Context: an optimization exercise on an open-source flow, tuned for small area. The choices shown serve that exercise and are no tape-out recipe. RTL that was checked went through simulation tests only; none was proved equivalent to the original. No functional check of the RTL was part of runs 4 to 7. No activity file was given, so power comes from the tool's default toggle rates.

==> design/flow/design.v <==
module solar16_core (
    input  wire        clk,
    input  wire        rst,           
    input  wire [16:0] prog_len,      
    output wire        imem_req,
    output wire [15:0] imem_addr,
    input  wire        imem_ack,
    input  wire [31:0] imem_rdata,
    output wire        dmem_req,
    output wire        dmem_we,
    output wire [15:0] dmem_addr,
    output wire [7:0]  dmem_wdata,
    input  wire        dmem_ack,
    input  wire [7:0]  dmem_rdata,
    output wire        in_req,
    input  wire        in_ack,
    input  wire        in_eof,
    input  wire [20:0] in_char,
    output wire        out_valid,
    output wire [7:0]  out_data,
    output wire [1:0]  run_state,     
    output wire [2:0]  fault_cause,
    output wire [16:0] fault_pc,
    output wire [7:0]  fault_opcode,
    output wire [7:0]  fault_operand,
    output wire [16:0] pc_out,
    output wire        z_out,
    input  wire [3:0]  dbg_sel,
    output wire [15:0] dbg_reg
);
    localparam S_CLEAR = 5'd0,    
               S_FETCH = 5'd1,    
               S_FWAIT = 5'd2,    
               S_EXEC  = 5'd3,    
               S_RS    = 5'd4,    
               S_RD    = 5'd5,    
               S_CAPA  = 5'd6,    
               S_MUL   = 5'd7,    
               S_SH    = 5'd8,    
               S_MQ1   = 5'd9,    
               S_MW1   = 5'd10,
               S_MQ2   = 5'd11,   
               S_MW2   = 5'd12,
               S_INQ   = 5'd13,   
               S_INW   = 5'd14,
               S_HALT  = 5'd15,
               S_SHX   = 5'd16,   
               S_F1    = 5'd17,   
               S_F2    = 5'd18,
               S_F3    = 5'd19,
               S_F4    = 5'd20;
    localparam O_ADD = 4'd0, O_SUB = 4'd1, O_MUL = 4'd2, O_MOV = 4'd3,
               O_LD  = 4'd4, O_ST  = 4'd5, O_CLR = 4'd6, O_CMP = 4'd7,
               O_AND = 4'd8, O_NOT = 4'd9, O_OR  = 4'd10, O_XOR = 4'd11,
               O_SHL = 4'd12, O_SHR = 4'd13;
    reg [4:0]   state;
    reg [3:0]   opc;
    reg [3:0]   rdr;
    reg [3:0]   cnt;
    reg [16:0]  pc;
    reg         zf;
    reg [31:0]  ir;
    reg [255:0] ring;
    wire [15:0] A  = ir[15:0];
    wire [15:0] B  = ir[31:16];
    wire [15:0] w0 = ring[15:0];
    wire [7:0] op  = A[7:0];
    reg legal, uses1, uses2;
    always @(*) begin
        legal = 1'b1; uses1 = 1'b0; uses2 = 1'b0;
        case (op)
            8'h00, 8'h01, 8'h02, 8'h11, 8'h12, 8'h13, 8'h41, 8'h44, 8'h45:
                uses1 = 1'b1;
            8'h03, 8'h04, 8'h05, 8'h10, 8'h30, 8'h40, 8'h42, 8'h43: begin
                uses1 = 1'b1; uses2 = 1'b1;
            end
            8'h20, 8'h21, 8'h22, 8'h23, 8'hF0, 8'hFF: ;
            default: legal = 1'b0;
        endcase
    end
    wire bad1 = uses1 && (A[15:12] != 4'd0);
    wire bad2 = uses2 && (B[7:4] != 4'd0);
    wire ok   = legal && !bad1 && !bad2;
    reg [3:0] dec_opc;
    always @(*) begin
        case (op)
            8'h00, 8'h03: dec_opc = O_ADD;
            8'h01, 8'h04: dec_opc = O_SUB;
            8'h02, 8'h05: dec_opc = O_MUL;
            8'h10:        dec_opc = O_MOV;
            8'h11:        dec_opc = O_LD;
            8'h12:        dec_opc = O_ST;
            8'h13:        dec_opc = O_CLR;
            8'h30:        dec_opc = O_CMP;
            8'h40:        dec_opc = O_AND;
            8'h41:        dec_opc = O_NOT;
            8'h42:        dec_opc = O_OR;
            8'h43:        dec_opc = O_XOR;
            8'h44:        dec_opc = O_SHL;
            default:      dec_opc = O_SHR;
        endcase
    end
    wire jump = (op == 8'h20) || (op == 8'h21 && zf) || (op == 8'h22 && !zf);
    wire hit_rd = (cnt == rdr);
    wire hit_rs = (cnt == B[3:0]);
    wire [3:0] jd = cnt - rdr;               
    wire [3:0] km = jd - 4'd1;               
    wire st_rd   = (state == S_RD);
    wire st_mul  = (state == S_MUL);
    wire st_sh   = (state == S_SH);
    wire st_exec = (state == S_EXEC);
    wire is_shr  = (opc == O_SHR);
    wire [3:0] sh_lim = is_shr ? ~A[3:0] : A[3:0];
    wire sh_on = (jd != 4'd0) && (jd <= sh_lim);
    wire [3:0] kin = st_mul ? km : (st_sh && is_shr && hit_rd) ? ~A[3:0] : 4'hF;
    wire [15:0] mask;
    genvar gi;
    generate
        for (gi = 0; gi < 16; gi = gi + 1) begin : g_mask
            assign mask[gi] = (gi <= kin);
        end
    endgenerate
    wire xw  = st_rd;                         
    wire xb  = st_mul || st_sh;               
    wire sub = st_rd && (opc == O_SUB);
    wire [15:0] bsh = {B[14:0], 1'b0};
    wire [15:0] ax = (w0 & {16{xw}}) | (bsh & {16{xb}}) | (pc[15:0] & {16{st_exec}});
    wire [15:0] ay = st_mul  ? (A & mask & {16{B[15]}}) :
                     st_sh   ? 16'd0 :
                     st_exec ? 16'd4 : (B ^ {16{sub}});
    wire        cin = sub || (state == S_MQ1) || (st_sh && is_shr && B[15]);
    wire [16:0] cy;
    wire [16:0] asum;
    assign cy[0] = cin;
    generate
        for (gi = 0; gi < 16; gi = gi + 1) begin : g_add
            assign asum[gi] = ax[gi] ^ ay[gi] ^ cy[gi];
            assign cy[gi+1] = (ax[gi] & ay[gi]) | (cy[gi] & (ax[gi] ^ ay[gi]));
        end
    endgenerate
    assign asum[16] = cy[16];
    wire [15:0] msum = (asum[15:0] & mask) | (bsh & ~mask & {16{st_mul}});
    reg [3:0] lut;
    always @(*) begin
        case (state)
            S_CLEAR:        lut = 4'b0000;
            S_RS, S_CAPA:   lut = 4'b1100;           
            S_RD: case (opc)
                O_AND:      lut = 4'b1000;
                O_OR:       lut = 4'b1110;
                O_XOR, O_CMP: lut = 4'b0110;
                O_NOT:      lut = 4'b0011;
                O_CLR:      lut = 4'b0000;
                default:    lut = 4'b1010;           
            endcase
            default:        lut = 4'b1010;           
        endcase
    end
    wire [15:0] lres = (w0 & B & {16{lut[3]}}) | (w0 & ~B & {16{lut[2]}}) |
                       (~w0 & B & {16{lut[1]}}) | (~w0 & ~B & {16{lut[0]}});
    wire [15:0] in_value = (in_eof || in_char == 21'd10) ? 16'd0 : in_char[15:0];
    wire [15:0] ext = (state == S_INW) ? in_value : {dmem_rdata, A[15:8]};
    wire use_sum = (st_rd && (opc == O_ADD || opc == O_SUB)) || st_mul ||
                   (st_sh && !(hit_rd && !is_shr)) || (state == S_MQ1) ||
                   (st_exec && !jump);
    wire use_ext = (state == S_MW1) || (state == S_MW2) || (state == S_INW);
    wire [15:0] bus = use_sum ? msum : use_ext ? ext : lres;
    wire bus_zero = (bus == 16'd0);
    wire we = (state == S_CLEAR) ||
              (hit_rd && ((st_rd && opc != O_CMP) || st_mul || st_sh));
    always @(posedge clk)
        ring <= {we ? bus : w0, ring[255:16]};
    wire pc_ok = (pc[1:0] == 2'b00) && (pc[16:2] < prog_len[16:2]);
    assign imem_req  = (state == S_FETCH) && pc_ok;
    assign imem_addr = pc[15:0];
    assign dmem_req  = (state == S_MQ1) || (state == S_MQ2);
    assign dmem_we   = (opc == O_ST);
    assign dmem_addr = B;
    assign dmem_wdata = A[7:0];
    assign in_req    = (state == S_INQ);
    assign out_valid = (state == S_MQ1) && (opc == O_ST) && (B == 16'hFF00);
    assign out_data  = A[7:0];
    wire faulted = (state == S_F1) || (state == S_F2) || (state == S_F3) || (state == S_F4);
    assign run_state   = faulted ? 2'd2 : (state == S_HALT) ? 2'd1 : 2'd0;
    assign fault_cause = (state == S_F1) ? 3'd1 : (state == S_F2) ? 3'd2 :
                         (state == S_F3) ? 3'd3 : (state == S_F4) ? 3'd4 : 3'd0;
    assign fault_pc    = faulted ? pc : 17'd0;
    assign fault_opcode  = (state == S_F1 || state == S_F4) ? A[7:0] : 8'd0;
    assign fault_operand = (state == S_F4) ? ((A[15:12] != 4'd0) ? A[15:8] : B[7:0]) : 8'd0;
    assign pc_out  = pc;
    assign z_out   = zf;
    wire [3:0] dpos = dbg_sel - cnt;
    assign dbg_reg = ring[16 * dpos +: 16];
    always @(posedge clk) begin
        if (rst) begin
            state <= S_CLEAR;
            cnt   <= 4'd0;
            pc    <= 17'd0;
            zf    <= 1'b0;
        end else begin
            cnt <= cnt + 4'd1;
            if (hit_rd && ((st_rd && opc != O_MOV && opc != O_LD) || st_mul || st_sh))
                zf <= bus_zero;
            case (state)
                S_CLEAR: if (cnt == 4'd15) state <= S_FETCH;
                S_FETCH: begin
                    if (pc[1:0] != 2'b00)  state <= S_F2;
                    else if (!pc_ok)       state <= S_F3;
                    else                   state <= S_FWAIT;
                end
                S_FWAIT: if (imem_ack) begin
                    ir    <= imem_rdata;
                    state <= S_EXEC;
                end
                S_EXEC: begin
                    rdr <= A[11:8];
                    opc <= dec_opc;
                    if (ok && op != 8'h23)
                        pc <= {use_sum & asum[16], bus};
                    if (!legal)                state <= S_F1;
                    else if (bad1 || bad2)     state <= S_F4;
                    else case (op)
                        8'h00, 8'h01, 8'h13, 8'h41: state <= S_RD;
                        8'h02, 8'h12:               state <= S_CAPA;
                        8'h44, 8'h45:               state <= S_SHX;
                        8'h11: state <= (B == 16'hFF10) ? S_INQ : S_MQ1;
                        8'h20, 8'h21, 8'h22, 8'hFF: state <= S_FETCH;
                        8'h23: state <= S_HALT;
                        8'hF0: begin zf <= 1'b0; state <= S_FETCH; end
                        default: state <= S_RS;     
                    endcase
                end
                S_SHX: begin
                    ir[15:0] <= bus;                
                    state    <= S_CAPA;
                end
                S_RS: if (hit_rs) begin
                    ir[31:16] <= bus;
                    state     <= (opc == O_MUL) ? S_CAPA : S_RD;
                end
                S_CAPA: if (hit_rd) begin
                    if (opc == O_SHL || opc == O_SHR) ir[31:16] <= bus;
                    else                              ir[15:0]  <= bus;
                    state <= (opc == O_MUL) ? S_MUL : (opc == O_ST) ? S_MQ1 : S_SH;
                end
                S_RD:  if (hit_rd) state <= S_FETCH;
                S_MUL: begin
                    ir[31:16] <= bus;
                    if (hit_rd) state <= S_FETCH;
                end
                S_SH: begin
                    if (sh_on) ir[31:16] <= bus;
                    if (hit_rd) state <= S_FETCH;
                end
                S_MQ1: begin
                    ir[31:16] <= bus;               
                    state     <= S_MW1;
                end
                S_MW1: if (dmem_ack) begin
                    ir[15:0] <= bus;                
                    state    <= S_MQ2;
                end
                S_MQ2: state <= S_MW2;
                S_MW2: if (dmem_ack) begin
                    ir[31:16] <= bus;
                    state     <= (opc == O_LD) ? S_RD : S_FETCH;
                end
                S_INQ: state <= S_INW;
                S_INW: if (in_ack) begin
                    ir[31:16] <= bus;
                    state     <= S_RD;
                end
                default: ;   
            endcase
        end
    end
endmodule
==> design/flow/run.sh <==
#!/bin/bash
# synth_recipe.tcl (not shown) runs the flow's synth.tcl, then flattens the netlist and writes it again
# the make line also repeats each setting of config.mk as NAME=value (left out here)
make -C /OpenROAD-flow-scripts/flow DESIGN_CONFIG=/design/flow/config.mk WORK_HOME=/design/flow/orfs CLKGATE_MAP_FILE= SYNTH_SCRIPT=/design/flow/synth_recipe.tcl finish
==> design/flow/config.mk <==
export PLATFORM = sky130hd
export DESIGN_NAME = solar16_core
export DESIGN_NICKNAME = solar16_core
export VERILOG_FILES = /design/flow/design.v
export SDC_FILE = /design/flow/constraint.sdc
export NUM_CORES = 4
export LEC_CHECK = 0
export CAP_MARGIN = 20
export CORE_MARGIN = 2
export CORE_UTILIZATION = 40
export CTS_BUF_LIST = sky130_fd_sc_hd__clkbuf_4
export GPL_TIMING_DRIVEN = 0
export PLACE_DENSITY = 0.6
export SLEW_MARGIN = 20
==> design/flow/constraint.sdc <==
create_clock -name core_clock -period 10.0 [get_ports {clk}]
set_input_delay 2.0000 -clock core_clock [delete_from_list [all_inputs] [get_ports {clk}]]
set_output_delay 2.0000 -clock core_clock [all_outputs]
set_load 0.01 [all_outputs]
==> metrics.md, run 1 <==
| Metric | Value |
|---|---|
| Status | complete, no violations |
| Worst-skew pair later-pin latency | 0.80 ns |
| Pleak | 7.62 nW |
| Largest net degree at the start of global routing | 14 |
| Worst min path class | register to register |
| Max-cap violation count | 0 |
| Std-Cell Rows | 71 |
| Hold Vio Cnt, Final | 0 |
| Clock skew | 0.0581 ns |
| Worst Hold End | ring[70] |
| RSZ-0062 raised after global routing | no |
| Cell Pwr Density | 280 mW/mm² |
| Die X | 199 µm |
| Net count after synthesis | 1,603 |
| Synth Flop Type | dfxtp_1 |
| Synth top area cells | dfxtp_1 (37%), mux4_2 (9.7%), edfxtp_1 (7.9%) |
| # IOs | 213 |
| Worst-path clk slew | 0.07 ns |
| Initial antenna violation count | 2 |
| Worst Slack Setup Final | 0.376 ns |
| Flop2flop setup slack | 0.38 ns |
| CTS max path bufs | 3 |
| Cell with the most instances after synthesis | dfxtp_1 |
| Cells after Synth | 1,470 |
| Clock root cell | clkbuf_4 |
| Yosys warnings | 1 |
| Sequential share of the synthesized area | 0.450 |
| Most frequent CP cell | fa_1 |
| Maximum VDD drop | 197 µV |
| Routed len/inst | 24.5 µm |
| Routed Antenna Nets | 0 |
| Die area | 0.0397 mm² |
| Area Growth Syn to Fin | 26.6% |
| CTS tree | yes |
| GRT Util Overall | 0.289 |
| GP Congestion | 1.02 |
| H-tree depth | 3 |
| Crit Path Max Fanout | 9 |
| Seq cells post-synth | 323 |
| Post-synth top area share | 0.371 |
| Num CTS Buffers | 82 |
| Fmax | 104 MHz |
| R2R cell count | 32 |
| Crit share post-route | 0.962 |
| Critical path's largest stage delay | 0.54 ns |
| Fin nets | 1,912 |
| Post-place setup slack | -0.399 ns |
| Worst path bufs/invs | 3 |
| Post-Route WL | 57,600 µm |
| Worst reg2reg startpoint | cnt[0] |
| Via density | 5.75 |
| Mean Syn Cell Area | 10.4 µm² |
| Via count | 13,500 |
| Initial DRC Count | 1,208 |
| TritonCTS sink count | 323 |
| Hold-critical path depth | 0 |
| CP max-delay cell | or4_1 |
| Dpl cells | 2,198 |
| Layout cells sized above 1 | 0.174 |
| Worst Tran Pin Value | 1.19 ns |
| Number of synthesized flops with an enable pin | 40 |
| Post-Syn Area | 0.0153 mm² |
| Total Power | 5.41 mW |
| I/O Buffers | 210 |
| # DRC | 0 |
| Ys async rst share | 0 |
| Beginning of the worst hold path | ring[86] |
| Global route total overflow | 0 |
| Die height | 199 µm |
| Synth area leader | dfxtp_1 |
| Worst endpoint required time | 10.63 ns |
| CP startpoint kind | register |
| # setup viols final | 0 |
| Setup CP Type | register to register |
| Multi-input logic area | 0.00767 mm² |
| Final Non-Filler Cells | 2,353 |
| Global-route wire length before repair | 84,000 µm |
| Vias in the first global route | 13,100 |
| Initial Util | 0.406 |
| Reg area | 0.00687 mm² |
| CP endpoint kind | register |
| Worst rel slew slack | 0.204 |
| CORE AREA | 0.0376 mm² |
| Critical Path AT | 10.25 ns |
| Slew Limit Fails | 0 |
| Delay-heaviest family, CP | adder cells |
| Yosys cell types | 88 |
| Fillers | 3,540 |
| HPWL after detailed placement | 43,700 µm |
| Drt pass-1 iters | 7 |
| Worst reg2reg endpoint | zf |
| Post-synth top cells | dfxtp_1 (283), nor2_1 (134), a21oi_1 (103) |
| Min Tclk post-route | 9.62 ns |
worst max path at each step:
stage,slack [ns],to,cells after the start,startpoint
after CTS,0.02,zf,32,cnt[0]
after global placement,-0.33,zf,29,state[2]
after detailed placement,-0.40,zf,29,state[2]
after floorplan,0.84,zf,34,cnt[0]
final,0.38,zf,32,cnt[0]
after global routing,0.02,zf,29,opc[0]
registers in the layout, indices dropped and copies added (netlist names):
signal,cells
ring,256
ir,32
pc,17
state,5
cnt,4
opc,4
rdr,4
zf,1
cell type report:
class	count	area share
clock buffer	119	0.0462
timing repair buffer	226	0.115
multi-input combinational	958	0.397
tap	511	0.0331
inverter	63	0.0122
buffer	125	0.0317
sequential	323	0.356
antenna	2	0.000259
clock inverter	26	0.00894
repair_timing:
| item | in CTS | in global routing |
|---|---|---|
| endpoints found under the setup margin | 5 | 8 |
| pin swaps | 1 | 5 |
| gates resized for setup | 9 | 20 |
| buffers inserted | 1 | 8 |
| gates cloned | 0 | 0 |
| hold buffers | 0 | 0 |
placed cells by master, fill, tap and decap left out, drive strengths merged, types with 14 or more instances in the layout:
cell type,synthesis,routed
clkinv,0,21
buf,52,67
nand3,35,35
nand2,69,69
o22ai,17,17
xnor2,15,15
mux4,66,66
mux2i,41,41
nor2,135,135
xor2,21,21
fa,18,18
ha,27,27
clkdlybuf4s50,0,210
o21ai,44,44
a211oi,30,30
nor2b,45,45
and2,14,14
nand2b,14,14
a21oi,103,103
a222oi,15,15
or2,14,14
dfxtp,283,283
edfxtp,40,40
inv,63,65
nor3,29,29
clkbuf,74,193
nor4,17,17
logic make-up after synthesis:
family	synth area share
compound gates	0.142
xor+xnor	0.0258
fa+ha+maj	0.0457
buf+inv	0.0552
flops	0.450
mux	0.134
simple gates	0.147
stage by stage:
stage / TNS [ns] / utilization / area (µm²) / hold slack [ns]
4_1_cts: 0 / 0.511 / 19200 / 0.323
6_report: 0 / 0.514 / 19300 / 0.324
3_5_place_dp: -0.776 / 0.481 / 18100 / 0.331
5_1_grt: 0 / 0.514 / 19300 / 0.341
2_1_floorplan: 0 / - / 15300 / 0.326
3_3_place_gp: -0.532 / 0.479 / 18000 / 0.329
power breakdown:
part / leakage (nW) / switching, mW / internal [mW]
sequential: 2.73 / 0.352 / 1.87
combinational: 4.26 / 1.15 / 0.862
clock: 0.624 / 0.564 / 0.602
routing by layer:
| metal | up-vias | GRT usage | routed length [µm] |
|---|---|---|---|
| met5 | - | 0 | 0 |
| met4 | 0 | 0.125 | 2180 |
| met3 | 132 | 0.0516 | 4250 |
| met2 | 648 | 0.460 | 26900 |
| met1 | 6688 | 0.387 | 24300 |
| li1 | 6051 | - | - |
==> run 2, diff against run 1 <==
--- a/design/flow/config.mk
+++ b/design/flow/config.mk
@@ -10,4 +10,2 @@
 export CORE_UTILIZATION = 40
-export CTS_BUF_LIST = sky130_fd_sc_hd__clkbuf_4
-export GPL_TIMING_DRIVEN = 0
 export PLACE_DENSITY = 0.6
==> metrics.md, run 2 <==
| Metric | Value |
|---|---|
| Clock skew | 0.0221 ns (-0.0360 ns) |
| Pleak | 7.47 nW (-1.8%) |
| Setup CP Type | register to register |
| HPWL after detailed placement | 39,300 µm (-10%) |
| Worst Slack Setup Final | 0.395 ns (+0.0191 ns) |
| Post-cts hold buffer count | 0 (unchanged) |
| Post-synthesis mux area share | 0.134 (unchanged) |
| Post-place setup slack | 0.220 ns (+0.620 ns) |
| Min Tclk post-route | 9.60 ns (-0.0191 ns) |
| Via count | 12,400 (-8.6%) |
| Die area | 0.0397 mm² (unchanged) |
| RSZ-0062 raised after global routing | no |
| Post-synth top area share | 0.371 (unchanged) |
| Antenna fix cells | 0 (-2) |
| CORE AREA | 0.0376 mm² (unchanged) |
| Worst rel slew slack | 0.255 (+0.0505) |
| Routed len/inst | 24.0 µm (-1.9%) |
| Critical path's largest stage delay | 0.56 ns (+0.02 ns) |
| Critical Path AT | 9.99 ns (-0.26 ns) |
| Worst-skew pair later-pin latency | 0.54 ns (-0.26 ns) |
| Std-Cell Rows | 71 (unchanged) |
| Max-cap violation count | 0 (unchanged) |
| Yosys cell types | 88 (unchanged) |
| # IOs | 213 (unchanged) |
| Flop2flop setup slack | 0.40 ns (+0.02 ns) |
| # setup viols final | 0 (unchanged) |
| Initial antenna violation count | 0 (-2) |
| Worst Tran Pin Value | 1.11 ns (-0.0755 ns) |
| Synth Flop Type | dfxtp_1 |
| Ys async rst share | 0 (unchanged) |
| Crit share post-route | 0.960 (-0.00191) |
| Vias in the first global route | 12,200 (-7.0%) |
| GRT Util Overall | 0.266 (-0.0239) |
| Fillers | 3,519 (-0.59%) |
| Via density | 5.64 (-1.8%) |
| Biggest regs | ring x256, ir x32, pc x17 |
| Die X | 199 µm (unchanged) |
| Synth area leader | dfxtp_1 |
| Reg area | 0.00687 mm² (about the same) |
| Hold Vio Cnt, Final | 0 (unchanged) |
| Post-Route WL | 52,600 µm (-8.7%) |
| Crit Path Max Fanout | 3 (-6) |
| Global-route wire length before repair | 77,900 µm (-7.2%) |
| Worst endpoint required time | 10.39 ns (-0.24 ns) |
| Total Power | 5.44 mW (+0.63%) |
| # DRC | 0 (unchanged) |
| Largest net degree at the start of global routing | 45 (+31) |
| Drt pass-1 iters | 7 (unchanged) |
| Yosys warnings | 1 (unchanged) |
| Initial DRC Count | 911 (-25%) |
| Worst-path clk slew | 0.06 ns (about the same) |
| GP Congestion | 0.994 (-2.3%) |
| Area Growth Syn to Fin | 25.4% |
| CTS max path bufs | 3 (unchanged) |
| H-tree depth | 2 (-1) |
| Cells after Synth | 1,470 (unchanged) |
| Biggest register | ring |
| Clock root cell | clkbuf_16 |
| Synth Area in Compound Gates | 0.142 (unchanged) |
| Routed Antenna Nets | 0 (unchanged) |
| Global route total overflow | 0 (unchanged) |
| Post-Syn Area | 0.0153 mm² (unchanged) |
| Cell Pwr Density | 284 mW/mm² (+1.6%) |
| Synth top area cells | dfxtp_1 (37%), mux4_2 (9.7%), edfxtp_1 (7.9%) |
| Simple-gate portion of the synthesized area | 0.147 (unchanged) |
| CP endpoint kind | register |
| Net count after synthesis | 1,603 (unchanged) |
| CTS tree | yes |
| Max FFs per register | 256 (unchanged) |
| Most frequent CP cell | fa_1 |
| Status | complete, no violations |
| TritonCTS sink count | 323 (unchanged) |
| I/O Buffers | 210 (unchanged) |
| Total negative slack | 0 ns (unchanged) |
| Commonest non-fill, non-tap cell in the layout | dfxtp_1 |
| Number of synthesized flops with an enable pin | 40 (unchanged) |
| Worst min path class | register to register |
| Slew Limit Fails | 0 (unchanged) |
| Seq cells post-synth | 323 (unchanged) |
| Mean Syn Cell Area | 10.4 µm² (unchanged) |
| Xor/xnor share of the synthesized area | 0.0258 (unchanged) |
| CP startpoint kind | register |
| Layout cells sized above 1 | 0.147 (-0.0274) |
| Maximum VDD drop | 189 µV (-4.0%) |
| Adder-Cell Fraction of Synth Area | 0.0457 (unchanged) |
| Post-synth top cells | dfxtp_1 (283), nor2_1 (134), a21oi_1 (103) |
| Initial Util | 0.406 (unchanged) |
| Die height | 199 µm (unchanged) |
| CP max-delay cell | or4_1 |
| Num CTS Buffers | 35 (-57%) |
| Multi-input logic area | 0.00765 mm² (-0.33%) |
| Sequential share of the synthesized area | 0.450 (unchanged) |
| Cell with the most instances after synthesis | dfxtp_1 |
| Commonest non-fill, non-tap cells in the layout | dfxtp_1 (283), clkdlybuf4s50_1 (210), nor2_1 (131), a21oi_1 (102), nand2_1 (69) |
| Fmax | 104 MHz (+0.20%) |
| Largest family of logic cells by synthesized area | simple AND/OR/NAND/NOR gates |
| Fin nets | 1,788 (-6.5%) |
[run 2: cell counts after synthesis]
Identical to the previous run, type by type.
[run 2: what timing repair did]
item                                    4_1_cts  5_1_grt
resized for setup                             0        6
buffers inserted                              0        1
endpoints found under the setup margin        0        2
[run 2: area by class of cell]
cell class | instances | share of cell area
Multi-Input combinational cell | 958 | 0.400
Sequential cell | 323 | 0.359
Timing Repair Buffer | 274 | 0.135
Clock buffer | 48 | 0.0526
Tap cell | 511 | 0.0334
Inverter | 63 | 0.0124
Clock inverter | 14 | 0.00850
[run 2: metal layers]
layer  routed length, µm  GRT usage  vias to the layer above
met4                1900     0.0992                        0
met2               25200      0.439                      432
met5                   0          0                        -
li1                    -          -                     5746
met3                3290     0.0424                       95
met1               22200      0.350                     6083
[run 2: kinds of logic (layout without fill, tap and decap cells)]
group / Yosys count / count (layout)
mux: 120 / 120
buf+inv: 189 / 399
flops: 323 / 323
xor+xnor: 39 / 39
simple gates: 436 / 436
fa+ha+maj: 45 / 45
compound gates: 318 / 318
[run 2: metrics by stage]
stage | std cells | util | instance area (µm²) | hold slack (ns)
finish | 2191 | 0.509 | 19100 | 0.341
global route | 2191 | 0.509 | 19100 | 0.349
CTS | 2190 | 0.509 | 19100 | 0.344
detailed placement | 2128 | 0.477 | 17900 | 0.331
global placement | 2127 | 0.477 | 17900 | 0.327
floorplan | 1470 | - | 15300 | 0.326
[run 2: critical path: cells and delay by family (launching register included)]
family	cells	cell delay (ns)
xor gates and xnor gates	1	0.37
and+or+nand+nor	8	1.65
AOI/OAI and AO/OA	3	0.26
adders and majority gates	18	6.61
buffers and inverters	4	0.26
DFF	1	0.31
[run 2: path summary, 6_finish.rpt]
| path | startpoint | endpoint | depth (start not counted) |
|---|---|---|---|
| worst min register to register | ring[52] | ring[36] | 0 |
| worst min-delay path | ring[52] | ring[36] | 0 |
| worst max register to register | cnt[0] | zf | 34 |
| worst max-delay path | cnt[0] | zf | 34 |
[run 2: power by group]
part	internal [mW]	leakage (nW)	switching, mW	total, mW
logic	0.874	4.17	1.04	1.92
registers	1.88	2.73	0.354	2.23
clock network	0.765	0.576	0.525	1.29
==> run 3, diff against run 2 <==
==> design/flow/flow/run.sh (new file) <==
#!/bin/bash
# Standard layout, with the port buffers made of the smallest buffer cell.
set -euo pipefail
bash standard.sh 'BUFFER_PORTS_ARGS=-buffer_cell sky130_fd_sc_hd__buf_1' finish > flow_make.log 2>&1
==> design/flow/standard.sh (new file) <==
#!/bin/bash
# synth_recipe.tcl (not shown) runs the flow's synth.tcl, then flattens the netlist and writes it again
# the make line also repeats each setting of config.mk as NAME=value (left out here)
make -C /OpenROAD-flow-scripts/flow DESIGN_CONFIG=/design/flow/config.mk WORK_HOME=/design/flow/orfs CLKGATE_MAP_FILE= SYNTH_SCRIPT=/design/flow/synth_recipe.tcl "${@:-finish}"
removed: design/flow/run.sh
==> metrics.md, run 3 <==
| Metric | Value |
|---|---|
| Status | complete, no violations |
| # DRC | 0 (unchanged) |
| Combinational share of power | 0.337 (-0.016) |
| Cell with the most instances after synthesis | dfxtp_1 |
| Switching fraction of total power | 0.362 (+0.00834) |
| Num CTS Buffers | 35 (unchanged) |
| CP startpoint kind | register |
| TritonCTS sink count | 323 (unchanged) |
| I/O Buffers | 210 (unchanged) |
| Internal power | 3.39 mW (-3.6%) |
| Slew Limit Fails | 0 (unchanged) |
| Layout cells sized above 1 | 0.137 (-0.00957) |
| CTS tree | yes |
| Antenna fix cells | 0 (unchanged) |
| Worst Slack Setup Final | 0.342 ns (-0.0529 ns) |
| Die area | 0.0397 mm² (unchanged) |
| Switching power | 1.92 mW (about the same) |
| # IOs | 213 (unchanged) |
| CP max-delay cell | fa_1 |
| Max-cap violation count | 0 (unchanged) |
| CTS max path bufs | 3 (unchanged) |
| Most frequent CP cell | fa_1 |
| Clock root cell | clkbuf_16 |
| Initial Util | 0.406 (unchanged) |
| Hold-critical path depth | 0 (unchanged) |
| R2R cell count | 34 (unchanged) |
| Hold Vio Cnt, Final | 0 (unchanged) |
| Commonest non-fill, non-tap cells in the layout | dfxtp_1 (283), buf_1 (210), nor2_1 (131), a21oi_1 (102), nand2_1 (69) |
| GRT Util Overall | 0.250 (-0.0154) |
| Fmax | 104 MHz (-0.55%) |
| Worst rel slew slack | 0.276 (+0.0212) |
| Largest net degree at the start of global routing | 65 (+44%) |
| Pleak | 6.86 nW (-8.2%) |
| Worst Tran Pin Value | 1.07 ns (-0.0379 ns) |
| Via count | 12,500 (+0.76%) |
| GP Congestion | 1.05 (+5.4%) |
| Critical Path AT | 10.05 ns (+0.06 ns) |
| Seq cells post-synth | 323 (unchanged) |
| Crit share post-route | 0.966 (+0.00529) |
| Synth Flop Type | dfxtp_1 |
| H-tree depth | 2 (unchanged) |
| Setup CP Type | register to register |
| CP endpoint kind | register |
| Synth area leader | dfxtp_1 |
| Min Tclk post-route | 9.66 ns (+0.0529 ns) |
| Yosys cell types | 88 (unchanged) |
| Biggest register | ring |
| Crit Path Max Fanout | 3 (unchanged) |
| Yosys warnings | 1 (unchanged) |
| Clk pwr share | 0.242 (+0.005) |
| Worst reg2reg startpoint | cnt[0] |
| Max FFs per register | 256 (unchanged) |
| Worst-skew pair later-pin latency | 0.54 ns (about the same) |
| Routed len/inst | 23.1 µm (-4.0%) |
| Drt pass-1 iters | 7 (unchanged) |
| Critical path's largest stage delay | 0.54 ns (-0.02 ns) |
| Number of synthesized flops with an enable pin | 40 (unchanged) |
| Global-route wire length before repair | 74,100 µm (-4.9%) |
| Post-Route WL | 50,200 µm (-4.6%) |
| Net count after synthesis | 1,603 (unchanged) |
| Die X | 199 µm (unchanged) |
| Initial antenna violation count | 0 (unchanged) |
| Beginning of the worst hold path | ring[52] |
| Std-Cell Rows | 71 (unchanged) |
| Cells after Synth | 1,470 (unchanged) |
| Fin Hold WS | 0.330 ns (-0.0109 ns) |
| Biggest regs | ring x256, ir x32, pc x17 |
| Util after Layout | 0.472 (-0.0378) |
| Post-route design area | 0.0177 mm² (-7.4%) |
| Die height | 199 µm (unchanged) |
| Initial DRC Count | 873 (-4.2%) |
| Ys async rst share | 0 (unchanged) |
| Maximum VDD drop | 180 µV (-4.7%) |
| HPWL after detailed placement | 37,300 µm (-5.1%) |
| Synth top area cells | dfxtp_1 (37%), mux4_2 (9.7%), edfxtp_1 (7.9%) |
| Clock skew | 0.0191 ns (-0.00306 ns) |
| Post-synth top area share | 0.371 (unchanged) |
| Area of placed instances | 0.0165 mm² (-7.9%) |
| CORE AREA | 0.0376 mm² (unchanged) |
| Worst endpoint required time | 10.40 ns (about the same) |
| Worst Hold End | ring[36] |
| Global route total overflow | 0 (unchanged) |
| Cell Pwr Density | 300 mW/mm² (+5.5%) |
| Area Growth Syn to Fin | 16.1% |
| Routed Antenna Nets | 0 (unchanged) |
| # setup viols final | 0 (unchanged) |
| Flop2flop setup slack | 0.34 ns (-0.05 ns) |
| Mean Syn Cell Area | 10.4 µm² (unchanged) |
| Vias in the first global route | 11,900 (-2.2%) |
| Sequential share of the synthesized area | 0.450 (unchanged) |
| Post-place setup slack | 0.186 ns (-0.0337 ns) |
| Post-Syn Area | 0.0153 mm² (unchanged) |
| Post-cts hold buffer count | 0 (unchanged) |
| Post-synth top cells | dfxtp_1 (283), nor2_1 (134), a21oi_1 (103) |
| Fin nets | 1,774 (-0.78%) |
| Reg power frac | 0.420 (+0.010) |
| Worst min path class | register to register |
| Commonest non-fill, non-tap cell in the layout | dfxtp_1 |
| Worst reg2reg endpoint | zf |
| Via density | 5.72 (+1.4%) |
| Worst-path clk slew | 0.06 ns (about the same) |
==> run 3: worst max path at each step <==
stage                       from  to  slack (ns)  cells past startpoint
after floorplan           cnt[0]  zf        0.84                     34
after global placement    cnt[0]  zf        0.37                     34
after detailed placement  cnt[0]  zf        0.19                     34
after CTS                 cnt[0]  zf        0.17                     34
after global routing      cnt[0]  zf      -0.004                     34
final                     cnt[0]  zf        0.34                     34
==> run 3: layout make-up <==
cell class	count	area, µm²
clock buffer	50	1020
clock inverter	12	143
fill	3554	19900
inverter	63	236
multi-input combinational	958	7650
sequential	323	6870
tap	511	639
timing repair buffer	260	1160
==> run 3: kinds of logic (layout without fill, tap and decap cells) <==
family | after synthesis | after routing | synth area share
mux | 120 | 120 | 0.134
buf+inv | 189 | 385 | 0.0552
compound gates | 318 | 318 | 0.142
flops | 323 | 323 | 0.450
simple gates | 436 | 436 | 0.147
fa+ha+maj | 45 | 45 | 0.0457
xor+xnor | 39 | 39 | 0.0258
==> run 3: per-stage QoR <==
stage               TNS (ns)  cells  total power, mW
floorplan                  0   1470             3.32
global placement           0   2114             3.99
detailed placement         0   2114             4.01
CTS                        0   2176             5.32
global route        -0.00449   2177             5.57
finish                     0   2177             5.31
==> run 3: layer usage <==
metal	vias to the layer above	part of all wire	track usage	wire (µm)
met5	-	0	0	0
met4	0	0.043	0.113	2170
met3	108	0.062	0.0311	3090
met2	496	0.47	0.405	23700
met1	6112	0.42	0.336	21200
li1	5734	-	-	-
==> run 3: critical path: cells and delay by family, from the launching register on <==
kind                       cells  cell delay, ns
xor gates and xnor gates       1            0.37
adders and majority gates     18            6.61
and+or+nand+nor                8            1.69
DFF                            1            0.31
buffers and inverters          4            0.30
AOI/OAI and AO/OA              3            0.25
==> run 3: power by group through the flow <==
stage | sequential [mW] | clock [mW] | combinational (mW)
2_1_floorplan | 2.09 | 0 | 1.23
3_3_place_gp | 2.22 | 0 | 1.77
3_5_place_dp | 2.24 | 0 | 1.77
4_1_cts | 2.23 | 1.31 | 1.78
5_1_grt | 2.29 | 1.36 | 1.92
6_report | 2.23 | 1.29 | 1.79
==> run 3: what timing repair did <==
item                       4_1_cts  5_1_grt
gates resized for setup          0        4
hold endpoints to repair         0        0
setup endpoints to repair        0        3
setup buffers                    0        1
==> run 4, diff against run 3 <==
--- a/design/flow/design.v
+++ b/design/flow/design.v
@@ -192,3 +192,10 @@
     wire [3:0] dpos = dbg_sel - cnt;
-    assign dbg_reg = ring[16 * dpos +: 16];
+    reg [15:0] dbg_or;
+    integer di;
+    always @(*) begin
+        dbg_or = 16'd0;
+        for (di = 0; di < 16; di = di + 1)
+            dbg_or = dbg_or | (ring[16 * di +: 16] & {16{dpos == di}});
+    end
+    assign dbg_reg = dbg_or;
     always @(posedge clk) begin
==> metrics.md, run 4 <==
| Metric | Value |
|---|---|
| Status | complete, no violations |
| Initial DRC Count | 1,399 (+60%) |
| Post-cts hold buffer count | 0 (unchanged) |
| Via count | 12,700 (+2.0%) |
| Slew Limit Fails | 0 (unchanged) |
| Reg power frac | 0.457 (+0.037) |
| Worst Tran Pin Value | 1.15 ns (+0.0782 ns) |
| Total Power | 4.77 mW (-10%) |
| Worst rel slew slack | 0.231 (-0.0454) |
| Synth top area cells | dfxtp_1 (39%), edfxtp_1 (8.3%), a22o_1 (3.6%) |
| Antenna fix cells | 0 (unchanged) |
| CTS tree | yes |
| Clk pwr share | 0.243 (about the same) |
| Dpl cells | 2,038 (-3.6%) |
| Global-route wire length before repair | 76,300 µm (+2.9%) |
| GRT Util Overall | 0.262 (+0.0123) |
| Fin nets | 1,744 (-1.7%) |
| Max FFs per register | 256 (unchanged) |
| Via density | 6.06 (+6.1%) |
| Seq cells post-synth | 323 (unchanged) |
| Area of placed instances | 0.0158 mm² (-4.6%) |
| Min Tclk post-route | 9.62 ns (-0.0359 ns) |
| Post-route design area | 0.0168 mm² (-5.0%) |
| Vias in the first global route | 12,100 (+1.2%) |
| # setup viols final | 0 (unchanged) |
| Total negative slack | 0 ns (unchanged) |
| Crit Path Max Fanout | 4 (+1) |
| Die height | 195 µm (-2.4%) |
| Routed len/inst | 24.4 µm (+5.9%) |
| Synth Flop Type | dfxtp_1 |
| Yosys warnings | 1 (unchanged) |
| Worst-skew pair later-pin latency | 0.58 ns (+0.04 ns) |
| Internal power | 3.03 mW (-11%) |
| Post-synth top cells | dfxtp_1 (283), nor2_1 (115), clkbuf_1 (79) |
| Layout cells sized above 1 | 0.120 (-0.0174) |
| # DRC | 0 (unchanged) |
| H-tree depth | 1 (-1) |
| I/O Buffers | 210 (unchanged) |
| Mean Syn Cell Area | 10.1 µm² (-2.9%) |
| Setup CP Type | register to register |
| Clock root cell | clkbuf_16 |
| Largest net degree at the start of global routing | 33 (-49%) |
| Pleak | 6.41 nW (-6.6%) |
| Sequential share of the synthesized area | 0.473 (+0.0229) |
| Biggest regs | ring x256, ir x32, pc x17 |
| Worst endpoint required time | 10.51 ns (+0.11 ns) |
| Biggest register | ring |
| Post-Route WL | 51,100 µm (+1.8%) |
| Num CTS Buffers | 31 (-11%) |
| Initial Util | 0.407 (+0.00119) |
| Yosys cell types | 84 (-4.5%) |
| Routed Antenna Nets | 0 (unchanged) |
| Initial antenna violation count | 0 (unchanged) |
| Ys async rst share | 0 (unchanged) |
| Clock skew | 0.0163 ns (-0.00277 ns) |
| TritonCTS sink count | 323 (unchanged) |
| Commonest non-fill, non-tap cells in the layout | dfxtp_1 (283), buf_1 (210), nor2_1 (103), a21oi_1 (71), a22o_1 (60) |
| Global route total overflow | 0 (unchanged) |
| CORE AREA | 0.0357 mm² (-5.1%) |
| Most frequent CP cell | fa_1 |
| Post-Syn Area | 0.0145 mm² (-4.8%) |
| Fmax | 104 MHz (+0.37%) |
| Number of synthesized flops with an enable pin | 40 (unchanged) |
| Die X | 195 µm (-2.4%) |
| Critical Path AT | 10.13 ns (+0.08 ns) |
| Switching fraction of total power | 0.366 (+0.00397) |
| Combinational share of power | 0.300 (-0.037) |
| Crit share post-route | 0.962 (-0.00359) |
| Std-Cell Rows | 69 (-2.8%) |
| Maximum VDD drop | 162 µV (-10%) |
| RSZ-0062 raised after global routing | no |
| GP Congestion | 0.980 (-6.4%) |
| Hold Vio Cnt, Final | 0 (unchanged) |
| Net count after synthesis | 1,573 (-1.9%) |
| HPWL after detailed placement | 36,500 µm (-2.1%) |
| Final Non-Filler Cells | 2,093 (-3.9%) |
| CP startpoint kind | register |
| Die area | 0.0378 mm² (-4.7%) |
| Switching power | 1.75 mW (-9.2%) |
| Cell Pwr Density | 284 mW/mm² (-5.5%) |
| Max-cap violation count | 0 (unchanged) |
| CP endpoint kind | register |
| Fin Hold WS | 0.342 ns (+0.0119 ns) |
| Commonest non-fill, non-tap cell in the layout | dfxtp_1 |
| Cell with the most instances after synthesis | dfxtp_1 |
| Area Growth Syn to Fin | 16.0% |
| Worst-path clk slew | 0.07 ns (about the same) |
| Critical path's largest stage delay | 0.54 ns (about the same) |
| Synth area leader | dfxtp_1 |
| CTS max path bufs | 3 (unchanged) |
| CP max-delay cell | fa_1 |
| Cells after Synth | 1,440 (-2.0%) |
| Delay-heaviest family, CP | adder cells |
| Drt pass-1 iters | 9 (+2) |
| # IOs | 213 (unchanged) |
| Post-synth top area share | 0.390 (+0.0189) |
| Worst min path class | register to register |
| Worst path bufs/invs | 5 (+1) |
==> run 4: cell count changes in the layout (fill, tap and decap cells not counted), sizes merged, moves of 22 or more <==
cell / delta
a221oi: +59
a21oi: -32
a22o: +59
mux4: -59
a211oi: -22
mux2i: -27
nand4: +22
mux2: +26
==> run 4: timing repair <==
action                                  4_1_cts  5_1_grt
endpoints found under the setup margin        0        9
buffers inserted                              0        1
gates resized for setup                       0       12
==> run 4: worst reg2reg max path, delay by kind of cell (launching register included) <==
kind / cells / cell delay [ns]
compound gates: 4 / 0.66
xor+xnor: 1 / 0.19
fa+ha+maj: 18 / 7.39
buf+inv: 5 / 0.50
flops: 1 / 0.32
simple gates: 5 / 0.48
==> run 4: area by class of cell <==
cell class | instances | area [µm²]
Fill cell | 3440 | 18800
Clock inverter | 11 | 111
Inverter | 59 | 221
Multi-Input combinational cell | 930 | 6960
Clock buffer | 43 | 902
Sequential cell | 323 | 6870
Tap cell | 461 | 577
Timing Repair Buffer | 266 | 1210
==> run 4: power groups by stage <==
stage | clock network (mW) | logic [mW] | registers (mW)
6_report | 1.16 | 1.43 | 2.18
2_1_floorplan | 0 | 0.932 | 2.05
3_5_place_dp | 0 | 1.40 | 2.19
5_1_grt | 1.23 | 1.55 | 2.23
3_3_place_gp | 0 | 1.39 | 2.18
4_1_cts | 1.17 | 1.41 | 2.17
==> run 4: per-stage QoR <==
step,util,worst slack (ns)
6_report,0.472,0.378
5_1_grt,0.472,0.0238
4_1_cts,0.470,0.0770
3_5_place_dp,0.442,0.0872
3_3_place_gp,0.442,0.180
2_1_floorplan,-,0.245
==> run 4: kinds of logic (layout without fill, tap and decap cells) <==
| kind of cell | after synthesis | in the layout | synth area share |
|---|---|---|---|
| mux | 60 | 60 | 0.0507 |
| buf+inv | 187 | 379 | 0.0586 |
| simple gates | 400 | 400 | 0.143 |
| flops | 323 | 323 | 0.473 |
| xor+xnor | 39 | 39 | 0.0245 |
| compound gates | 386 | 386 | 0.202 |
| fa+ha+maj | 45 | 45 | 0.0481 |
==> run 4: final timing paths <==
check / from / end / depth (start not counted) / slack (ns)
hold / removal: ring[125] / ring[109] / 0 / 0.34
hold reg to reg: ring[125] / ring[109] / 0 / 0.34
setup / recovery: cnt[0] / pc[15] / 33 / 0.38
setup reg to reg: cnt[0] / pc[15] / 33 / 0.38
==> run 4: metal layers <==
layer | track usage | vias to the layer above | wire length (µm)
met4 | 0.0752 | 0 | 1280
li1 | - | 5716 | -
met5 | 0 | - | 0
met3 | 0.0354 | 101 | 4070
met2 | 0.405 | 634 | 22500
met1 | 0.383 | 6243 | 23300
==> run 5, diff against run 4 <==
--- a/design/flow/design.v
+++ b/design/flow/design.v
@@ -57,3 +57,3 @@
     reg [3:0]   opc;
-    reg [3:0]   rdr;
+    reg [3:0]   kr;          
     reg [3:0]   cnt;
@@ -103,6 +103,4 @@
     wire jump = (op == 8'h20) || (op == 8'h21 && zf) || (op == 8'h22 && !zf);
-    wire hit_rd = (cnt == rdr);
+    wire hit_rd = (kr == 4'd15);             
     wire hit_rs = (cnt == B[3:0]);
-    wire [3:0] jd = cnt - rdr;               
-    wire [3:0] km = jd - 4'd1;               
     wire st_rd   = (state == S_RD);
@@ -113,4 +111,4 @@
     wire [3:0] sh_lim = is_shr ? ~A[3:0] : A[3:0];
-    wire sh_on = (jd != 4'd0) && (jd <= sh_lim);
-    wire [3:0] kin = st_mul ? km : (st_sh && is_shr && hit_rd) ? ~A[3:0] : 4'hF;
+    wire sh_on = (kr < sh_lim);
+    wire [3:0] kin = st_mul ? kr : (st_sh && is_shr && hit_rd) ? ~A[3:0] : 4'hF;
     wire [15:0] mask;
@@ -208,2 +206,3 @@
             cnt <= cnt + 4'd1;
+            kr  <= st_exec ? cnt - A[11:8] : kr + 4'd1;
             if (hit_rd && ((st_rd && opc != O_MOV && opc != O_LD) || st_mul || st_sh))
@@ -222,3 +221,2 @@
                 S_EXEC: begin
-                    rdr <= A[11:8];
                     opc <= dec_opc;
==> metrics.md, run 5 <==
| Metric | Value |
|---|---|
| Min Tclk post-route | 9.55 ns (-0.0673 ns) |
| Global routing usage on met2 | 0.466 (+0.0612) |
| CP max-delay cell | or4_1 |
| Std-Cell Rows | 69 (unchanged) |
| Max-cap violation count | 0 (unchanged) |
| Postcts setup bufs | 0 (unchanged) |
| Post-Syn Area | 0.0145 mm² (about the same) |
| # setup viols final | 0 (unchanged) |
| Setup CP Type | register to register |
| Cells after Synth | 1,489 (+3.4%) |
| Worst rel slew slack | 0.202 (-0.0285) |
| GRT busiest layer | met2 |
| Synth top area cells | dfxtp_1 (39%), edfxtp_1 (8.3%), a221oi_1 (3.6%) |
| GP Congestion | 0.979 (-0.13%) |
| Die area | 0.0378 mm² (about the same) |
| Delay-heaviest family, CP | adder cells |
| Critical Path AT | 10.01 ns (-0.12 ns) |
| Global-route wire length before repair | 80,200 µm (+5.0%) |
| Initial antenna violation count | 0 (unchanged) |
| CORE AREA | 0.0357 mm² (unchanged) |
| Max FFs per register | 256 (unchanged) |
| Initial Util | 0.407 (about the same) |
| Met3 Use GR | 0.0378 (+0.00243) |
| Commonest non-fill, non-tap cells in the layout | dfxtp_1 (283), buf_1 (210), nor2_1 (123), a21oi_1 (86), nand2_1 (74) |
| Worst endpoint required time | 10.46 ns (-0.05 ns) |
| I/O Buffers | 210 (unchanged) |
| Layout cells sized above 1 | 0.114 (-0.00590) |
| Hold Vio Cnt, Final | 0 (unchanged) |
| Total negative slack | 0 ns (unchanged) |
| Global route total overflow | 0 (unchanged) |
| Critical path's largest stage delay | 0.56 ns (+0.02 ns) |
| Sequential share of the synthesized area | 0.473 (about the same) |
| Largest net degree at the start of global routing | 32 (-3.0%) |
| Maximum VDD drop | 201 µV (+24%) |
| Status | complete, no violations |
| Antenna fix cells | 0 (unchanged) |
| Post-Route WL | 54,700 µm (+7.0%) |
| Die height | 195 µm (about the same) |
| Biggest regs | ring x256, ir x32, pc x17 |
| Routed len/inst | 25.4 µm (+4.1%) |
| Biggest register | ring |
| Met1 Track Usage GR | 0.361 (-0.0223) |
| GRT Util Overall | 0.279 (+0.0167) |
| Initial DRC Count | 1,292 (-7.6%) |
| Synth Flop Type | dfxtp_1 |
| Fin nets | 1,796 (+3.0%) |
| Crit Path Max Fanout | 5 (+1) |
| CP endpoint kind | register |
| Die X | 195 µm (about the same) |
| Yosys warnings | 1 (unchanged) |
| Area of placed instances | 0.0158 mm² (+0.52%) |
| Num CTS Buffers | 31 (unchanged) |
| Worst Tran Pin Value | 1.20 ns (+0.0428 ns) |
| Worst-skew pair later-pin latency | 0.60 ns (+0.02 ns) |
| HPWL after detailed placement | 38,700 µm (+5.9%) |
| TritonCTS sink count | 323 (unchanged) |
| Post-synth top area share | 0.390 (about the same) |
| Worst path bufs/invs | 1 (-4) |
| Slew Limit Fails | 0 (unchanged) |
| Worst min path class | register to register |
| Yosys cell types | 82 (-2.4%) |
| Vias in the first global route | 12,400 (+2.4%) |
| # IOs | 213 (unchanged) |
| Clock root cell | clkbuf_16 |
| Routed Antenna Nets | 0 (unchanged) |
| Fmax | 105 MHz (+0.70%) |
| Clock skew | 0.0332 ns (+0.0168 ns) |
| Synth area leader | dfxtp_1 |
| CP startpoint kind | register |
| Util after Layout | 0.476 (+0.00340) |
| Mean Syn Cell Area | 9.75 µm² (-3.3%) |
| Seq cells post-synth | 323 (unchanged) |
| Via count | 13,100 (+3.2%) |
| Crit share post-route | 0.955 (-0.00673) |
| Number of synthesized flops with an enable pin | 40 (unchanged) |
| Total Power | 5.20 mW (+8.8%) |
| H-tree depth | 1 (unchanged) |
| Cell with the most instances after synthesis | dfxtp_1 |
| RSZ-0062 raised after global routing | no |
| # DRC | 0 (unchanged) |
| Ys async rst share | 0 (unchanged) |
| Cell Pwr Density | 306 mW/mm² (+8.0%) |
| Commonest non-fill, non-tap cell in the layout | dfxtp_1 |
| Via density | 6.09 (+0.44%) |
| CTS tree | yes |
| Post-synth top cells | dfxtp_1 (283), nor2_1 (138), a21oi_1 (87) |
| Worst-path clk slew | 0.07 ns (about the same) |
| Most frequent CP cell | fa_1 |
| Area Growth Syn to Fin | 16.8% |
| Post-route design area | 0.0170 mm² (+0.72%) |
| Drt pass-1 iters | 9 (unchanged) |
| Pleak | 6.39 nW (-0.33%) |
| CTS max path bufs | 3 (unchanged) |
| Net count after synthesis | 1,620 (+3.0%) |
[run 5: cell count changes in the layout (fill, tap and decap cells not counted), moves of 7 or more]
cell and change:
mux2i_1 +8, buf_4 +10, mux2_2 -13, a21oi_1 +15, nand2_1 +18, o211ai_1 -7, nor2_1 +20, a22oi_1 +8
[run 5: repair_timing]
| item | 4_1_cts | 5_1_grt |
|---|---|---|
| resized for setup | 0 | 4 |
| hold buffers | 0 | 0 |
| endpoints found under the setup margin | 0 | 5 |
[run 5: worst register-to-register path, stage by stage (launching register included)]
cell	delay, ns
edfxtp_1	0.41
nand2b_1	0.22
or4_1	0.56
xor2_1	0.16
o21ai_0	0.13
fa_1	0.45
fa_1	0.48
fa_1	0.47
fa_1	0.46
fa_1	0.46
fa_1	0.46
fa_1	0.46
fa_1	0.48
fa_1	0.46
fa_1	0.46
fa_1	0.46
fa_1	0.46
fa_1	0.47
fa_1	0.43
inv_1	0.09
fa_1	0.21
fa_1	0.43
o41ai_2	0.38
a21oi_2	0.14
nand2b_1	0.16
o41ai_2	0.08
[run 5: cell type report]
type	instances	area, µm²
clock buffers	41	883
inverters	58	218
flip-flops and latches	323	6870
clock inverters	17	203
well taps	461	577
multi-input cells	975	6930
fillers	3411	18700
repair buffers	276	1290
[run 5: stage by stage]
stage,worst slack (ns),hold slack (ns),std cells
floorplan,0.528,0.331,1489
CTS,0.295,0.339,2151
finish,0.445,0.329,2151
global placement,0.355,0.332,2093
global route,0.0192,0.342,2151
detailed placement,0.335,0.337,2093
[run 5: cells by family after synthesis]
family | after synthesis | share of synthesized area
and+or+nand+nor | 433 | 0.151
muxes | 50 | 0.0376
AOI/OAI and AO/OA | 411 | 0.210
buffers and inverters | 191 | 0.0597
DFF | 323 | 0.473
xor gates and xnor gates | 38 | 0.0229
adders and majority gates | 43 | 0.0463
[run 5: path summary, 6_finish.rpt]
kind	cells past startpoint	slack (ns)	to	startpoint
max	25	0.45	zf	opc[1]
min	0	0.33	ring[25]	ring[41]
max reg2reg	25	0.45	zf	opc[1]
min reg2reg	0	0.33	ring[25]	ring[41]
[run 5: where the power goes]
group | switching (mW) | total (mW) | internal, mW
combinational | 1.06 | 1.64 | 0.576
clock | 0.535 | 1.24 | 0.708
sequential | 0.425 | 2.31 | 1.89
total | 2.02 | 5.20 | 3.17
[run 5: layer usage]
layer / vias up / routed length (µm)
li1: 5881 / -
met5: - / 0
met2: 686 / 26000
met3: 145 / 4250
met1: 6391 / 21800
met4: 0 / 2710
==> run 6, diff against run 5 <==
--- a/design/flow/config.mk
+++ b/design/flow/config.mk
@@ -10,2 +10,4 @@
 export CORE_UTILIZATION = 40
+export CTS_CLUSTER_DIAMETER = 100
+export CTS_CLUSTER_SIZE = 20
 export PLACE_DENSITY = 0.6
==> metrics.md, run 6 <==
| Metric | Value |
|---|---|
| Mean Syn Cell Area | 9.75 µm² (unchanged) |
| Xor/xnor share of the synthesized area | 0.0229 (unchanged) |
| Fin nets | 1,786 (-0.56%) |
| GRT Util Overall | 0.277 (-0.00264) |
| Postcts setup bufs | 0 (unchanged) |
| Seq cells post-synth | 323 (unchanged) |
| Via density | 6.12 (+0.48%) |
| Worst rel slew slack | 0.198 (-0.00427) |
| Via count | 13,000 (-0.82%) |
| Area Growth Syn to Fin | 13.4% |
| Largest net degree at the start of global routing | 32 (unchanged) |
| # setup viols final | 0 (unchanged) |
| Post-Syn Area | 0.0145 mm² (unchanged) |
| Cell Pwr Density | 291 mW/mm² (-5.1%) |
| Post-Route WL | 54,300 µm (-0.77%) |
| Fillers | 3,465 (+1.6%) |
| CTS tree | yes |
| Vias in the first global route | 12,200 (-1.2%) |
| Setup CP Type | register to register |
| Post-synthesis mux area share | 0.0376 (unchanged) |
| Clock root cell | clkbuf_16 |
| Reg power frac | 0.482 (+0.037) |
| Adder-Cell Fraction of Synth Area | 0.0463 (unchanged) |
| Worst Tran Pin Value | 1.20 ns (+0.00639 ns) |
| Max-cap violation count | 0 (unchanged) |
| Hold Vio Cnt, Final | 0 (unchanged) |
| Worst-path clk slew | 0.08 ns (about the same) |
| Slew Limit Fails | 0 (unchanged) |
| Sequential share of the synthesized area | 0.473 (unchanged) |
| Synth Flop Type | dfxtp_1 |
| Biggest regs | ring x256, ir x32, pc x17 |
| Global route total overflow | 0 (unchanged) |
| Pleak | 6.14 nW (-3.9%) |
| Synth area leader | dfxtp_1 |
| Worst Slack Setup Final | 0.431 ns (-0.0145 ns) |
| CTS max path bufs | 3 (unchanged) |
| Status | complete, no violations |
| Max FFs per register | 256 (unchanged) |
| Total negative slack | 0 ns (unchanged) |
| # DRC | 0 (unchanged) |
| Cell with the most instances after synthesis | dfxtp_1 |
| Post-synth top area share | 0.390 (unchanged) |
| Drt pass-1 iters | 9 (unchanged) |
| Number of synthesized flops with an enable pin | 40 (unchanged) |
| I/O Buffers | 210 (unchanged) |
| Simple-gate portion of the synthesized area | 0.151 (unchanged) |
| Ys async rst share | 0 (unchanged) |
| Cells after Synth | 1,489 (unchanged) |
| Yosys warnings | 1 (unchanged) |
| Commonest non-fill, non-tap cell in the layout | dfxtp_1 |
| Routed len/inst | 25.6 µm (+0.54%) |
| Critical Path AT | 9.97 ns (-0.04 ns) |
| Post-synth top cells | dfxtp_1 (283), nor2_1 (138), a21oi_1 (87) |
| Biggest register | ring |
| H-tree depth | 1 (unchanged) |
| Layout cells sized above 1 | 0.0987 (-0.0155) |
| # IOs | 213 (unchanged) |
| TritonCTS sink count | 323 (unchanged) |
| Die X | 195 µm (unchanged) |
| Final Non-Filler Cells | 2,123 (-1.3%) |
| CP endpoint kind | register |
| Crit Path Max Fanout | 5 (unchanged) |
| Die height | 195 µm (unchanged) |
| Internal power | 2.85 mW (-10%) |
| Min Tclk post-route | 9.57 ns (+0.0145 ns) |
| Worst min path class | register to register |
| Routed Antenna Nets | 0 (unchanged) |
| Area of placed instances | 0.0158 mm² (unchanged) |
| Global-route wire length before repair | 79,300 µm (-1.1%) |
| Std-Cell Rows | 69 (unchanged) |
| Clock skew | 0.0229 ns (-0.0102 ns) |
| Maximum VDD drop | 175 µV (-13%) |
| Yosys cell types | 82 (unchanged) |
| Die area | 0.0378 mm² (unchanged) |
| Net count after synthesis | 1,620 (unchanged) |
| CP startpoint kind | register |
| Initial antenna violation count | 1 (+1) |
| Initial Util | 0.407 (unchanged) |
| Combinational share of power | 0.343 (+0.027) |
| Commonest non-fill, non-tap cells in the layout | dfxtp_1 (283), buf_1 (210), nor2_1 (123), a21oi_1 (86), nand2_1 (74) |
| Fmax | 105 MHz (-0.15%) |
| Antenna fix cells | 0 (unchanged) |
| CORE AREA | 0.0357 mm² (unchanged) |
| Synth Area in Compound Gates | 0.210 (unchanged) |
| RSZ-0062 raised after global routing | no |
| Post-route design area | 0.0165 mm² (-2.9%) |
| Switching power | 1.93 mW (-4.4%) |
| Dpl cells | 2,093 (unchanged) |
| Crit share post-route | 0.957 (+0.00145) |
| Initial DRC Count | 1,493 (+16%) |
| Clk pwr share | 0.175 (-0.064) |
| Worst-skew pair later-pin latency | 0.54 ns (-0.06 ns) |
| Switching fraction of total power | 0.404 (+0.0146) |
| GP Congestion | 0.979 (unchanged) |
| Synth top area cells | dfxtp_1 (39%), edfxtp_1 (8.3%), a221oi_1 (3.6%) |
| Post-place setup slack | 0.335 ns (unchanged) |
| Worst endpoint required time | 10.40 ns (-0.06 ns) |
| Largest family of logic cells by synthesized area | compound AO/OA/AOI/OAI gates |
| Util after Layout | 0.462 (-0.0137) |
| HPWL after detailed placement | 38,700 µm (unchanged) |
| Num CTS Buffers | 21 (-32%) |
[run 6: per-stage QoR]
stage          total power, mW  hold WS (ns)
6_report                  4.79         0.338
3_5_place_dp              3.89         0.337
5_1_grt                   5.00         0.344
2_1_floorplan             3.13         0.331
4_1_cts                   4.74         0.340
3_3_place_gp              3.88         0.332
[run 6: cells by family (layout without fill, tap and decap cells)]
kind of cell,Yosys count,after routing
XOR/XNOR,38,38
buffers and inverters,191,364
flip-flops,323,323
multiplexers,50,50
AND/OR/NAND/NOR,433,433
AO/OA/AOI/OAI,411,411
adder cells (fa/ha/maj),43,43
[run 6: critical path, stage by stage, from the launching register on]
cell,delay (ns)
edfxtp_1,0.42
nand2b_1,0.22
or4_1,0.57
xor2_1,0.16
o21ai_0,0.12
fa_1,0.44
fa_1,0.48
fa_1,0.47
fa_1,0.46
fa_1,0.46
fa_1,0.46
fa_1,0.46
fa_1,0.47
fa_1,0.46
fa_1,0.46
fa_1,0.46
fa_1,0.46
fa_1,0.47
fa_1,0.43
inv_1,0.09
fa_1,0.21
fa_1,0.43
o41ai_2,0.38
a21oi_2,0.14
nand2b_1,0.16
o41ai_2,0.08
[run 6: final timing paths]
| path | endpoint | slack (ns) | start | cells after the start |
|---|---|---|---|---|
| max | zf | 0.43 | opc[1] | 25 |
| min | ring[204] | 0.34 | ring[220] | 0 |
| max reg2reg | zf | 0.43 | opc[1] | 25 |
| min reg2reg | ring[204] | 0.34 | ring[220] | 0 |
[run 6: layout make-up]
| type | instances | area, µm² | share of cell area |
|---|---|---|---|
| multi-input combinational | 975 | 6930 | 0.421 |
| sequential | 323 | 6870 | 0.417 |
| timing repair buffer | 276 | 1290 | 0.0782 |
| tap | 461 | 577 | 0.0350 |
| clock buffer | 25 | 541 | 0.0328 |
| inverter | 58 | 218 | 0.0132 |
| clock inverter | 5 | 56.3 | 0.00342 |
[run 6: power groups by stage]
stage | Combinational [mW] | Sequential [mW] | Clock [mW]
floorplan | 0.992 | 2.13 | 0
global placement | 1.58 | 2.30 | 0
detailed placement | 1.59 | 2.31 | 0
CTS | 1.60 | 2.29 | 0.852
global route | 1.75 | 2.36 | 0.896
finish | 1.64 | 2.31 | 0.838
[run 6: routing by layer]
metal / share of wire / wire length, µm / up-vias / global-route usage
li1: - / - / 5836 / -
met1: 0.41 / 22100 / 6386 / 0.356
met2: 0.47 / 25600 / 622 / 0.460
met3: 0.068 / 3670 / 149 / 0.0375
met4: 0.054 / 2930 / 2 / 0.131
met5: 0.00028 / 15 / - / 0
[run 6: timing repair]
| action | 4_1_cts | 5_1_grt |
|---|---|---|
| endpoints found under the hold margin | 0 | 0 |
| hold buffers | 0 | 0 |
| resized for setup | 0 | 4 |
| setup endpoints to repair | 0 | 5 |
==> run 7, diff against run 6 <==
--- a/design/flow/config.mk
+++ b/design/flow/config.mk
@@ -12,2 +12,3 @@
 export CTS_CLUSTER_SIZE = 20
+export GPL_TIMING_DRIVEN = 0
 export PLACE_DENSITY = 0.6
==> metrics.md, run 7 <==
| Metric | Value |
|---|---|
| Hold Vio Cnt, Final | 0 (unchanged) |
| RSZ-0062 raised after global routing | no |
| Worst-skew pair later-pin latency | 0.56 ns (+0.02 ns) |
| Global-route wire length before repair | 82,100 µm (+3.6%) |
| R2R cell count | 29 (+16%) |
| Mean Syn Cell Area | 9.75 µm² (unchanged) |
| Total negative slack | 0 ns (unchanged) |
| Synth top area cells | dfxtp_1 (39%), edfxtp_1 (8.3%), a221oi_1 (3.6%) |
| CP max-delay cell | fa_1 |
| Switching fraction of total power | 0.411 (+0.00676) |
| Vias in the first global route | 12,800 (+4.6%) |
| Pleak | 6.28 nW (+2.3%) |
| # setup viols final | 0 (unchanged) |
| Post-synth top cells | dfxtp_1 (283), nor2_1 (138), a21oi_1 (87) |
| Biggest register | ring |
| Num CTS Buffers | 21 (unchanged) |
| Cells after Synth | 1,489 (unchanged) |
| Critical path's largest stage delay | 0.48 ns (-0.09 ns) |
| Biggest regs | ring x256, ir x32, pc x17 |
| TritonCTS sink count | 323 (unchanged) |
| Fmax | 104 MHz (-0.64%) |
| Worst reg2reg startpoint | opc[1] |
| Worst Tran Pin Value | 1.21 ns (+0.0113 ns) |
| Global route total overflow | 0 (unchanged) |
| I/O Buffers | 210 (unchanged) |
| Max-cap violation count | 0 (unchanged) |
| Cell Pwr Density | 289 mW/mm² (-0.39%) |
| Hold-critical path depth | 0 (unchanged) |
| Maximum VDD drop | 182 µV (+4.3%) |
| Routed Antenna Nets | 0 (unchanged) |
| Post-cts hold buffer count | 0 (unchanged) |
| Flop2flop setup slack | 0.37 ns (-0.06 ns) |
| CORE AREA | 0.0357 mm² (unchanged) |
| Fillers | 3,510 (+1.3%) |
| Die X | 195 µm (unchanged) |
| GRT Util Overall | 0.288 (+0.0114) |
| Sequential share of the synthesized area | 0.473 (unchanged) |
| Post-Route WL | 56,200 µm (+3.6%) |
| CP endpoint kind | register |
| Fin nets | 1,870 (+4.7%) |
| Std-Cell Rows | 69 (unchanged) |
| GP Congestion | 0.992 (+1.3%) |
| Most frequent CP cell | fa_1 |
| Status | complete, no violations |
| Initial antenna violation count | 0 (-1) |
| Cell with the most instances after synthesis | dfxtp_1 |
| Routed len/inst | 25.5 µm (-0.43%) |
| Via count | 13,300 (+2.3%) |
| CTS max path bufs | 3 (unchanged) |
| Clk pwr share | 0.178 (+0.003) |
| H-tree depth | 1 (unchanged) |
| Worst reg2reg endpoint | zf |
| Commonest non-fill, non-tap cells in the layout | dfxtp_1 (282), buf_1 (221), nor2_1 (133), a21oi_1 (86), nand2_1 (72) |
| Die height | 195 µm (unchanged) |
| Via density | 6.02 (-1.6%) |
| Final Non-Filler Cells | 2,208 (+4.0%) |
| Reg power frac | 0.471 (-0.011) |
| CTS tree | yes |
| Reg area | 0.00687 mm² (about the same) |
| Seq cells post-synth | 323 (unchanged) |
| Switching power | 2.00 mW (+3.6%) |
| Worst rel slew slack | 0.183 (-0.0152) |
| HPWL after detailed placement | 42,700 µm (+11%) |
| Worst Hold End | ring[107] |
| Min Tclk post-route | 9.63 ns (+0.0617 ns) |
| Number of synthesized flops with an enable pin | 40 (unchanged) |
| Util after Layout | 0.473 (+0.0106) |
| Worst min path class | register to register |
| Critical Path AT | 10.04 ns (+0.07 ns) |
| Initial Util | 0.407 (unchanged) |
| CP startpoint kind | register |
| Synth Flop Type | dfxtp_1 |
| Internal power | 2.87 mW (+0.75%) |
| Net count after synthesis | 1,620 (unchanged) |
| Worst endpoint required time | 10.41 ns (about the same) |
| Fin Hold WS | 0.330 ns (-0.00733 ns) |
| Ys async rst share | 0 (unchanged) |
| Yosys cell types | 82 (unchanged) |
| Max FFs per register | 256 (unchanged) |
| # IOs | 213 (unchanged) |
| Crit Path Max Fanout | 10 (+5) |
| Clock skew | 0.0285 ns (+0.00556 ns) |
| Clock root cell | clkbuf_16 |
| Multi-input logic area | 0.00698 mm² (+0.70%) |
| Crit share post-route | 0.963 (+0.00617) |
| Beginning of the worst hold path | ring[123] |
| Antenna fix cells | 0 (unchanged) |
| Synth area leader | dfxtp_1 |
| Largest net degree at the start of global routing | 22 (-31%) |
| Commonest non-fill, non-tap cell in the layout | dfxtp_1 |
| Layout cells sized above 1 | 0.101 (+0.00264) |
| Area Growth Syn to Fin | 16.0% |
| # DRC | 0 (unchanged) |
| Post-Syn Area | 0.0145 mm² (unchanged) |
| Initial DRC Count | 1,304 (-13%) |
| Die area | 0.0378 mm² (unchanged) |
| Dpl cells | 2,166 (+3.5%) |
| Post-synth top area share | 0.390 (unchanged) |
| Combinational share of power | 0.351 (+0.008) |
| Slew Limit Fails | 0 (unchanged) |
| Worst-path clk slew | 0.09 ns (about the same) |
| Setup CP Type | register to register |
| Drt pass-1 iters | 8 (-1) |
| Yosys warnings | 1 (unchanged) |
[run 7: critical path, delay by kind of cell (launching register included)]
kind	cells	cell delay, ns
and+or+nand+nor	5	0.93
adders and majority gates	15	6.65
buffers and inverters	4	0.62
AOI/OAI and AO/OA	5	0.90
DFF	1	0.40
[run 7: final cells by class]
class | instances | area share
clock buffers | 28 | 0.0339
multi-input cells | 975 | 0.414
clock inverters | 3 | 0.00267
plain buffers | 127 | 0.0377
flip-flops and latches | 323 | 0.408
inverters | 58 | 0.0131
well taps | 461 | 0.0342
repair buffers | 233 | 0.0568
[run 7: worst max path at each step]
| stage | startpoint | to |
|---|---|---|
| after CTS | opc[1] | zf |
| after global routing | opc[1] | ir[15] |
| after global placement | state[2] | zf |
| after floorplan | state[1] | zf |
| after detailed placement | state[2] | zf |
| final | opc[1] | zf |
[run 7: what timing repair did]
item | in CTS | in global routing
setup buffers | 3 | 14
endpoints found under the setup margin | 9 | 8
resized for setup | 15 | 26
pin swaps | 1 | 6
[run 7: per-stage QoR]
stage          cell area [µm²]  total power [mW]  worst slack (ns)
6_report                 16900              4.88             0.369
5_1_grt                  16900              5.09            0.0196
2_1_floorplan            14500              3.13             0.528
3_5_place_dp             16000              3.92            -0.606
4_1_cts                  16600              4.81            0.0169
3_3_place_gp             15900              3.90            -0.621
[run 7: per-layer routing]
metal  track usage  vias to the layer above  wire length, µm
li1              -                     5999                -
met1         0.357                     6526            22400
met2         0.487                      623            27000
met3        0.0437                      149             3660
met4         0.148                        0             3150
met5             0                        -                0
[run 7: power groups by stage]
| stage | combinational (mW) | clock, mW | sequential [mW] |
|---|---|---|---|
| after global placement | 1.60 | 0 | 2.29 |
| after global routing | 1.82 | 0.931 | 2.34 |
| after detailed placement | 1.63 | 0 | 2.30 |
| after floorplan | 0.992 | 0 | 2.13 |
| final | 1.71 | 0.868 | 2.30 |
| after CTS | 1.65 | 0.885 | 2.28 |
[run 7: cells by family after synthesis]
group                    share of synthesized area
adder cells (fa/ha/maj)                     0.0463
buffers and inverters                       0.0597
AO/OA/AOI/OAI                                0.210
XOR/XNOR                                    0.0229
multiplexers                                0.0376
flip-flops                                   0.473
AND/OR/NAND/NOR                              0.151
